Background: an optimization exercise with open tools, aiming at small area. Do not read the settings as production practice. Function not checked in this run: the RTL went through the layout flow alone. Power is estimated from default activity; no workload was simulated.

[design/flow/constraint.sdc]
create_clock -name core_clock -period 10.0 [get_ports {clk}]
set_input_delay 2.0000 -clock core_clock [delete_from_list [all_inputs] [get_ports {clk}]]
set_output_delay 2.0000 -clock core_clock [all_outputs]
set_load 0.01 [all_outputs]
[design/flow/design.v]
module rgbi_capture (
    input  wire         clk,
    input  wire         rst,
    input  wire         cmd_valid,
    input  wire [31:0]  cmd_word,
    output reg          resp_valid,
    output reg  [31:0]  resp_word,
    input  wire [26:0]  sys_clk_hz,
    input  wire         csync,
    input  wire         pclk,
    input  wire [3:0]   rgbi,
    output reg          row_we,
    output wire [7:0]   row_idx,
    output reg  [255:0] row_data,
    output reg          frame_done,
    output reg  [31:0]  frame_count,
    output wire         cap_running,
    output wire         in_frame
);
    localparam [4:0] OP_START      = 5'h03;
    localparam [4:0] OP_STOP       = 5'h04;
    localparam [4:0] OP_SET_FREQ   = 5'h05;
    localparam [4:0] OP_SET_DIV    = 5'h06;
    localparam [4:0] OP_SET_SHX    = 5'h07;
    localparam [4:0] OP_SET_SHY    = 5'h08;
    localparam [4:0] OP_SET_DELAY  = 5'h09;
    localparam [4:0] OP_SET_SYNC   = 5'h0A;
    localparam [4:0] OP_SET_INV    = 5'h0B;
    localparam [4:0] OP_GET_FCOUNT = 5'h10;
    localparam [4:0] OP_GET_CONFIG = 5'h17;
    localparam [4:0] OP_GET_STATUS = 5'h18;
    localparam [3:0] R_ZERO   = 4'd0;
    localparam [3:0] R_FREQ   = 4'd2;
    localparam [3:0] R_NDIV   = 4'd3;
    localparam [3:0] R_SHX    = 4'd4;
    localparam [3:0] R_SHY    = 4'd5;
    localparam [3:0] R_DELAY  = 4'd6;
    localparam [3:0] R_SRC    = 4'd7;
    localparam [3:0] R_INV    = 4'd9;
    localparam [3:0] R_FCOUNT = 4'd10;
    localparam [3:0] R_STATUS = 4'd11;
    localparam [3:0] R_ONES   = 4'd12;
    reg [24:0] cfg_freq;
    reg [7:0]  cfg_ndiv;
    reg [9:0]  cfg_shx;
    reg [9:0]  cfg_shy;
    reg [9:0]  cfg_delay;
    reg        cfg_src;
    reg [4:0]  cfg_inv;
    reg [26:0] sdiff;        
    reg        fresh;        
    reg [3:0]  inv_col;
    reg        cap_run;
    reg        cap_state;
    reg        prev_act;
    reg [4:0]  plen;         
    reg        vs_fired;
    reg        vs_armed;
    reg [10:0] ycnt;         
    reg        anc;
    reg        prev_pclk;
    reg [9:0]  wcnt;         
    reg [27:0] err;          
    reg [10:0] xcnt;         
    wire act   = (csync == cfg_inv[4]);
    wire lead  = act & ~prev_act;
    wire trail = ~act & prev_act;
    wire ptran = pclk ^ prev_pclk;
    wire plen_max = &plen;
    wire vs_detect = act & ~lead & (&plen[4:1]) & ~vs_fired;
    wire armed_t   = vs_armed | (trail & ~plen_max);
    wire boundary  = vs_detect & (~cap_state | armed_t);
    wire complete  = boundary & cap_state;
    wire anc_b     = (lead | anc) & ~boundary;
    wire [9:0]  wcnt_l = lead ? cfg_delay : wcnt;
    wire        w_zero = lead ? (cfg_delay == 10'd0) : (wcnt == 10'd0);
    wire [27:0] err_l  = lead ? {3'b111, ~cfg_freq} : err;
    wire        lt_f   = lead | (err[27] & ~(&err));    
    wire        self_due = w_zero & lt_f;
    wire        ext_zero = (wcnt == 10'd0);
    wire        ext_hit  = ptran & ~lead & ext_zero;
    wire        strobe   = anc_b & (cfg_src ? ext_hit : self_due);
    wire        ext_ev = ptran & ~lead & anc;
    wire        w_dec  = cfg_src ? ext_ev : ~w_zero;
    wire [9:0]  w_in   = (cfg_src & ext_zero & ext_ev) ? {2'b00, cfg_ndiv} : wcnt_l;
    wire [9:0]  w_bor;
    assign w_bor[0] = w_dec;
    genvar gi;
    generate for (gi = 1; gi < 10; gi = gi + 1) begin : g_wdec
        assign w_bor[gi] = w_bor[gi-1] & ~w_in[gi-1];
    end endgenerate
    wire [9:0]  wcnt_n = w_in ^ w_bor;
    wire [27:0] add_a = err_l;
    wire        w_go  = w_zero | fresh;
    wire [27:0] add_b = ~w_go ? 28'd0 : lt_f ? {1'b0, sdiff} : {3'b111, ~cfg_freq};
    wire        add_c = w_go & ~lt_f;
    wire [27:0] err_sum;
    localparam LB = 11;
    reg  [LB-1:0] lo_s;
    reg           lo_c;
    integer li;
    always @* begin
        lo_c = add_c;
        for (li = 0; li < LB; li = li + 1) begin
            lo_s[li] = add_a[li] ^ add_b[li] ^ lo_c;
            lo_c = (add_a[li] & add_b[li]) | (lo_c & (add_a[li] ^ add_b[li]));
        end
    end
    assign err_sum = {add_a[27:LB] + add_b[27:LB] + {{(27-LB){1'b0}}, lo_c}, lo_s};
    wire [27:0] err_n  = err_sum;
    wire [10:0] xcnt_l = lead ? {1'b1, ~cfg_shx} : xcnt;
    wire        x_sat  = ~xcnt_l[10] & ((|xcnt_l[9:6]) | (&xcnt_l[5:0]));
    wire [10:0] xcnt_n = inc11c(xcnt_l, strobe & ~x_sat);
    wire        y_lo   = ~ycnt[10] & ~ycnt[9] & ~ycnt[8] & ~(&ycnt[7:4]);   
    wire        y_sat  = ~ycnt[10] & ~y_lo;
    wire        commit = strobe & ~lead & (xcnt == 11'd62) & cap_state & y_lo;
    wire [3:0]  pix = rgbi ^ inv_col;
    function [10:0] inc11c(input [10:0] v, input ci);
        integer j;
        reg c;
        begin
            c = ci;
            for (j = 0; j < 11; j = j + 1) begin
                inc11c[j] = v[j] ^ c;
                c = c & v[j];
            end
        end
    endfunction
    reg [31:0] fc_inc;
    integer fj;
    reg fcc;
    always @* begin
        fcc = cap_run & complete;
        for (fj = 0; fj < 32; fj = fj + 1) begin
            fc_inc[fj] = frame_count[fj] ^ fcc;
            fcc = fcc & frame_count[fj];
        end
    end
    wire [4:0]  op  = cmd_word[31:27];
    wire [26:0] arg = cmd_word[26:0];
    wire [24:0] v_freq  = (arg < 27'd1000000)  ? 25'd1000000 :
                          (arg > 27'd20000000) ? 25'd20000000 : arg[24:0];
    wire [7:0]  v_ndiv  = (|arg[26:8]) ? 8'd255 : (arg[7:0] == 8'd0) ? 8'd1 : arg[7:0];
    wire [9:0]  v_shx   = (|arg[26:10]) ? 10'h3FF : arg[9:0];
    wire        v_src   = |arg;
    wire set_freq  = cmd_valid & (op == OP_SET_FREQ);
    wire set_ndiv  = cmd_valid & (op == OP_SET_DIV);
    wire set_shx   = cmd_valid & (op == OP_SET_SHX);
    wire set_shy   = cmd_valid & (op == OP_SET_SHY);
    wire set_delay = cmd_valid & (op == OP_SET_DELAY);
    wire set_src   = cmd_valid & (op == OP_SET_SYNC);
    wire set_inv   = cmd_valid & (op == OP_SET_INV);
    wire do_start  = cmd_valid & (op == OP_START);
    wire do_stop   = cmd_valid & (op == OP_STOP);
    wire is_set    = set_freq | set_ndiv | set_shx | set_shy | set_delay | set_src;
    wire restart   = do_start | (cap_run & (is_set | (set_inv & (arg[4] != cfg_inv[4]))));
    reg [3:0] rsel_n;
    always @* begin
        case (op)
            OP_SET_FREQ:   rsel_n = R_FREQ;
            OP_SET_DIV:    rsel_n = R_NDIV;
            OP_SET_SHX:    rsel_n = R_SHX;
            OP_SET_SHY:    rsel_n = R_SHY;
            OP_SET_DELAY:  rsel_n = R_DELAY;
            OP_SET_SYNC:   rsel_n = R_SRC;
            OP_SET_INV:    rsel_n = R_INV;
            OP_GET_FCOUNT: rsel_n = R_FCOUNT;
            OP_GET_CONFIG: begin
                case (arg[3:0])
                    4'd2, 4'd3, 4'd4, 4'd5, 4'd6, 4'd7, 4'd9,
                    4'd12, 4'd13, 4'd14, 4'd15:
                             rsel_n = arg[3:0];
                    default: rsel_n = R_ZERO;
                endcase
            end
            OP_GET_STATUS: rsel_n = R_STATUS;
            5'h19, 5'h1A, 5'h1B, 5'h1C, 5'h1D, 5'h1E, 5'h1F:
                           rsel_n = R_ONES;
            default:       rsel_n = R_ZERO;
        endcase
    end
    reg [9:0] rq;    
    always @(posedge clk) begin
        rq[0] <= (rsel_n == R_FREQ);
        rq[1] <= (rsel_n == R_NDIV);
        rq[2] <= (rsel_n == R_SHX);
        rq[3] <= (rsel_n == R_SHY);
        rq[4] <= (rsel_n == R_DELAY);
        rq[5] <= (rsel_n == R_SRC);
        rq[6] <= (rsel_n == R_INV);
        rq[7] <= (rsel_n == R_FCOUNT);
        rq[8] <= (rsel_n == R_STATUS);
        rq[9] <= rsel_n[3] & rsel_n[2];
    end
    always @* begin
        resp_word = ({32{rq[7]}} & frame_count)
                  | {32{rq[9]}}
                  | ({32{rq[0]}} & {7'd0, cfg_freq})
                  | ({32{rq[1]}} & {24'd0, cfg_ndiv})
                  | ({32{rq[2]}} & {22'd0, cfg_shx})
                  | ({32{rq[3]}} & {22'd0, cfg_shy})
                  | ({32{rq[4]}} & {22'd0, cfg_delay})
                  | ({32{rq[5]}} & {31'd0, cfg_src})
                  | ({32{rq[6]}} & {27'd0, cfg_inv})
                  | ({32{rq[8]}} & {28'd0, cap_run & cap_state, 1'b0, cap_run, 1'b0});
    end
    always @(posedge clk) begin
        if (rst) begin
            cfg_freq    <= 25'd1000000;
            cfg_ndiv    <= 8'd1;
            cfg_shx     <= 10'd0;
            cfg_shy     <= 10'd0;
            cfg_delay   <= 10'd0;
            cfg_src     <= 1'b0;
            cfg_inv     <= 5'd0;
            cap_run     <= 1'b0;
            frame_count <= 32'd0;
            frame_done  <= 1'b0;
            row_we      <= 1'b0;
            resp_valid  <= 1'b0;
        end else begin
            if (set_freq)  cfg_freq  <= v_freq;
            if (set_ndiv)  cfg_ndiv  <= v_ndiv;
            if (set_shx)   cfg_shx   <= v_shx;
            if (set_shy)   cfg_shy   <= v_shx;
            if (set_delay) cfg_delay <= v_shx;
            if (set_src)   cfg_src   <= v_src;
            if (set_inv)   cfg_inv   <= arg[4:0];
            frame_count <= fc_inc;
            frame_done <= cap_run & complete;
            row_we     <= cap_run & commit;
            resp_valid <= cmd_valid;
            if (do_stop)
                cap_run <= 1'b0;
            else if (restart)
                cap_run <= 1'b1;
        end
    end
    always @(posedge clk) begin
        prev_pclk <= pclk;
        plen      <= lead ? 5'd0 : (plen ^ ({&plen[3:0], &plen[2:0], &plen[1:0], plen[0], 1'b1} & {5{act & ~plen_max}}));
        wcnt      <= wcnt_n;
        err       <= restart ? {1'b0, sys_clk_hz} : err_n;
        fresh     <= restart;
        if (fresh)
            sdiff <= err_sum[26:0];
        xcnt      <= xcnt_n;
        if (strobe)
            row_data <= {pix, row_data[255:4]};
        ycnt <= boundary ? {1'b1, ~cfg_shy} : inc11c(ycnt, lead & cap_state & ~y_sat);
        vs_armed <= boundary ? 1'b0 : armed_t;
        if (restart) begin
            inv_col    <= set_inv ? arg[3:0] : cfg_inv[3:0];
            cap_state  <= 1'b0;
            prev_act   <= 1'b1;
            vs_fired   <= 1'b1;
            anc        <= 1'b0;
        end else begin
            if (boundary) begin
                inv_col   <= cfg_inv[3:0];
                cap_state <= 1'b1;
            end
            prev_act <= act;
            vs_fired <= (vs_fired & ~lead) | vs_detect;
            anc      <= anc_b;
        end
    end
    assign row_idx     = ycnt[7:0];
    assign cap_running = cap_run;
    assign in_frame    = cap_run & cap_state;
endmodule
[design/flow/flow/abc_area.script]
&get -n
&st
&syn3
&dch -f
&nf -R 1000 -p
&st
&syn2
&if -g -K 6
&synch2
&nf -R 1000 -p
&st
&dch -f
&nf -R 1000 -p
&put
[design/flow/config.mk]
export PLATFORM = sky130hd
export DESIGN_NAME = rgbi_capture
export DESIGN_NICKNAME = rgbi_capture
export VERILOG_FILES = /design/flow/design.v
export SDC_FILE = /design/flow/constraint.sdc
export NUM_CORES = 4
export LEC_CHECK = 0
export CAP_MARGIN = 20
export CORE_MARGIN = 2
export CORE_UTILIZATION = 40
export SLEW_MARGIN = 20
[design/flow/flow/run.sh]
#!/bin/bash
# Layout flow: the standard ORFS flow (standard.sh: the standard yosys
# synthesis script, floorplan, power grid, placement, CTS, routing) with
# three settings changed:
#  - synthesis maps the logic with an area-oriented ABC script
#    (flow/abc_area.script) in place of ORFS's abc_speed.script; ORFS's
#    scripts are copied to orfs_scripts/ and only that file is replaced,
#    so the flip-flops and every other synthesis step are unchanged;
#  - each input and output port gets a buffer of the smallest buffer cell
#    (sky130_fd_sc_hd__buf_1) instead of the default choice;
#  - the clock tree is built from clkbuf_8 cells in clusters of at most
#    18 sinks, without dummy loads.
# make's output goes to flow_make.log in this folder; each ORFS step
# writes its own full log under orfs/logs/.
set -euo pipefail
rm -rf orfs_scripts
cp -r "$FLOW_HOME/scripts" orfs_scripts
cp flow/abc_area.script orfs_scripts/abc_speed.script
CTS="-sink_clustering_enable -repair_clock_nets -dont_use_dummy_load"
CTS="$CTS -buf_list {sky130_fd_sc_hd__clkbuf_8}"
CTS="$CTS -sink_clustering_size 18 -sink_clustering_max_diameter 100"
bash standard.sh \
    "SCRIPTS_DIR=$PWD/orfs_scripts" \
    "BUFFER_PORTS_ARGS=-buffer_cell sky130_fd_sc_hd__buf_1" \
    "CTS_ARGS=$CTS" \
    finish > flow_make.log 2>&1
[design/flow/standard.sh]
#!/bin/bash
# synth_recipe.tcl (not shown) runs the flow's synth.tcl, then flattens the netlist and writes it again
# the make line also repeats each setting of config.mk as NAME=value (left out here)
make -C /OpenROAD-flow-scripts/flow DESIGN_CONFIG=/design/flow/config.mk WORK_HOME=/design/flow/orfs CLKGATE_MAP_FILE= SYNTH_SCRIPT=/design/flow/synth_recipe.tcl "${@:-finish}"
==> impl_metrics.csv <==
group,metric,value,unit
critical_path,r2r-end,"err[24]$_DFF_P_",
floorplanning,die_height,215.1,um
logic_synthesis,syn_nets,1449,
cts,cts_hold_buf,0,
timing,min_period,9292,ps
timing,finalClockSkew,58.22,ps
logic_synthesis,synthSimpleGateAreaFrac,9.372,%
floorplanning,row_count,77,
route,routed_wl,45300,um
min_path,hold_class,"reg2reg",
layout,most-common-layout-cells,"buf_1, edfxtp_1, nor2_1",
logic_synthesis,async_flop_share,0,%
logic_synthesis,synth_edf_count,287,
layout,layout_commonest_cell,"buf_1",
floorplanning,start_util,40.39,%
global_routing,grt_overflow,0,
critical_path,ff2ff_setup_slack,1680,ps
route,avgViaCountPerCell,5.231,
global_routing,antenna_found_initial,0,
timing,fmax,107.6,MHz
critical_path,cp-end-kind,"flip-flop",
cts,clkLatencyLatePin,650,ps
route,firstDrtPassIters,5,
pwr,power_density,192.1,nW/um^2
timing,slew_violations,0,
critical_path,cp_max_fo,10,
logic_synthesis,netlist-cell-type-count,46,
cts,cts_sinks,474,
min_path,min_path_cells,0,
route,final_antenna_net_count,0,
layout,instances_no_fill,2325,
critical_path,reg2regPathDepth,31,
min_path,hp-start,"row_data[77]$_DFFE_PP_",
critical_path,cpMostUsedCell,"fa_1",
flow_run,max_cap_viol_count,0,
critical_path,start_kind,"input pin",
layout,area_growth,15.98,%
global_routing,grt_pass1_vias,11560,
logic_synthesis,synth_compound_area_share,10.17,%
pwr,leakagePower,7.086,nW
layout,finalInstanceArea,20670,sq um
cts,cts_tree,"built",
route,wl_per_cell,19.48,um
floorplanning,coreArea,44120,sq um
route,drc,0,
placed_design,post_dp_cell_area,20210,sq um
placed_design,gp_routability_congestion,0.9320,
logic_synthesis,synth_area,17820,sq um
critical_path,cp_slowest_cell,"fa_1",
cts,htree_levels,1,
critical_path,rr_startpoint,"cfg_inv[4]$_SDFFE_PP0P_",
logic_synthesis,synth_top_area_cell,"edfxtp_1",
cts,cts_buffer_depth,3,
cts,cts_resized,0,
floorplanning,ios,401,
route,via_count,12160,
layout,drive_gt1_share,3.866,%
placed_design,hpwl,33230,um
min_path,hold_end,"row_data[73]$_DFFE_PP_",
logic_synthesis,synthMuxAreaShare,2.352,%
logic_synthesis,synth_ff_type,"edfxtp_1",
logic_synthesis,synth_xor_area_share,1.327,%
placed_design,post-place-cells,2294,
critical_path,path_class,"in2reg",
layout,num-nets-final,1891,
timing,period_share,92.92,%
global_routing,grt_max_degree,163,
cts,clk_pin_slew_worst_paths,120,ps
global_routing,grt_pass1_wl,68290,um
timing,setup_viol,0,
logic_synthesis,syn_area_per_cell,13.78,sq um
pwr,power,3.970,mW
floorplanning,die-area,46260,sq um
timing,worst-slew-pin-transition,1036,ps
timing,rsz0062_at_grt,"no",
pwr,ir_worst_vdd,142.2,uV
logic_synthesis,synth_area_leaders,"edfxtp_1, dfxtp_1, ha_1, nor2_1, a21oi_1",
cts,cts_setup_buffers,0,
logic_synthesis,synth-seq-area-share,69.36,%
critical_path,required,10530,ps
cts,numCtsBuffers,30,
layout,fill_cells,4080,
timing,hold_viol_final,0,
logic_synthesis,synth_cells,1293,
layout,n_antenna_cell,0,
logic_synthesis,synth_top_area_share,48.35,%
status,outcome,"no timing/DRC/antenna violations",
timing,worst_slew_margin_rel,30.86,%
logic_synthesis,synthAdderAreaFrac,6.683,%
logic_synthesis,ys_ff_latch,474,
route,drt_iter0_drc,959,
critical_path,cp.arrival,9820,ps
logic_synthesis,yosysWarnings,1,
critical_path,slowest_delay,400,ps
logic_synthesis,synth_top_family_by_area,"compound AO/OA/AOI/OAI gates",
floorplanning,fp.dieW,215.1,um
cts,cts_root_buf,"clkbuf_8",
global_routing,grt_usage,18.90,%
placed_design,portBuffers,400,
-- power breakdown --
| part | internal (mW) | leakage [nW] | switching (mW) |
|---|---|---|---|
| clock | 0.269 | 0.216 | 0.567 |
| sequential | 2.32 | 4.00 | 0.113 |
| combinational | 0.276 | 2.87 | 0.427 |
| total | 2.86 | 7.09 | 1.11 |
-- how the worst max path moves through the flow --
stage                from                 end  slack [ps]  cells after the start
global route        csync  err[27]$_SDFF_PP0_         300                     32
detailed placement  csync     err[24]$_DFF_P_          60                     32
finish              csync     err[24]$_DFF_P_         710                     32
CTS                 csync     err[24]$_DFF_P_         780                     32
global placement    csync     err[24]$_DFF_P_         210                     32
floorplan           csync     err[24]$_DFF_P_         -30                     28
-- layout make-up --
type,count,area [sq um],share of cell area [%]
clock buffers,30,412.9,1.997
inverters,19,78.83,0.3813
multi-input cells,792,5415,26.20
flip-flops and latches,474,12360,59.80
well taps,592,740.7,3.583
repair buffers,418,1662,8.038
-- worst max-delay path, delay by kind of cell --
| kind | cells | cell delay, ps |
|---|---|---|
| adder cells (fa/ha/maj) | 12 | 4590 |
| AND/OR/NAND/NOR | 8 | 1270 |
| XOR/XNOR | 2 | 390 |
| AO/OA/AOI/OAI | 7 | 1070 |
| multiplexers | 1 | 280 |
| buffers and inverters | 2 | 210 |
-- state kept, by name (all words and copies together) (netlist names), 4 cells and up --
signal       count
inv_col          4
xcnt            11
cfg_shy         10
plen             5
rq              10
cfg_inv          5
sdiff           27
ycnt            11
cfg_freq        25
wcnt            10
cfg_delay       10
err             28
cfg_shx         10
row_data       256
frame_count     32
cfg_ndiv         8
-- through the flow --
stage	utilization (%)	setup TNS [ps]	setup slack (ps)	hold slack [ps]
2_1_floorplan	-	-30.10	-30.10	427.6
3_3_place_gp	45.81	0	214.8	425.8
3_5_place_dp	45.81	0	55.49	433.3
4_1_cts	46.75	0	778.4	429.6
5_1_grt	46.85	0	301.4	449.0
6_report	46.85	0	707.9	443.7
-- cells by family (layout without fill, tap and decap cells) --
kind of cell | after synthesis | count (layout)
DFF | 474 | 474
and+or+nand+nor | 360 | 360
AOI/OAI and AO/OA | 279 | 279
adders and majority gates | 88 | 88
muxes | 38 | 38
xor gates and xnor gates | 27 | 27
buffers and inverters | 27 | 467
-- Yosys cell counts (2+ instances only) --
cell type / n
edfxtp_1: 287
nor2_1: 191
dfxtp_1: 187
a21oi_1: 112
ha_1: 76
o21ai_0: 43
nor2b_1: 40
a211oi_1: 32
mux2_1: 31
nand2_1: 30
a221o_1: 21
nor3_1: 20
clkinv_1: 19
nand3_1: 17
a22o_1: 16
nand4_1: 14
xnor2_1: 14
nand2b_1: 13
xor2_1: 13
fa_1: 12
a21o_1: 10
a222oi_1: 9
nor4_1: 9
a221oi_1: 8
buf_4: 8
mux2i_1: 7
and2_0: 6
or2_0: 6
a22oi_1: 5
o22ai_1: 5
a311oi_1: 4
a31oi_1: 3
and3_1: 3
nand3b_1: 3
nor3b_1: 3
o21a_1: 3
nor4b_1: 2
o211ai_1: 2
or4_1: 2
-- layer usage --
metal / share of wire (%) / global-route usage, %
met2: 46 / 30.38
met5: 0 / 0
met4: 2.0 / 4.299
met3: 7.3 / 3.539
met1: 44 / 26.72

## what the ideal ports hide
The flow's constraints put no driver on any port. The routed layout listed below was extracted and timed again, unchanged, in two steps. Step 1 (the two cells are an assumption about what drives the block):
set clk [get_ports {clk}]
set_driving_cell -lib_cell sky130_fd_sc_hd__clkbuf_16 $clk
set_driving_cell -lib_cell sky130_fd_sc_hd__buf_2 [delete_from_list [all_inputs] $clk]
Step 2 times the ports against the registers' clock, not the clock port: input delays grow and output delays shrink by t, the midpoint of the rising clock arrivals with the driver on. Slacks: no drivers / after step 1 / after step 2; pairs: no drivers / after step 1.
t, ns: 0.671
setup WS [ns]: 0.708 / 0.733 / 0.062
hold slack, ns: 0.444 / 0.444 / 0.444
worst setup path at the end: input to register
worst slew at a driven data input, ns: 0.08
After both steps this run still meets setup and hold. For this run, drivers alone change the setup slack by +0.025 ns; drivers and shift together by -0.646 ns.
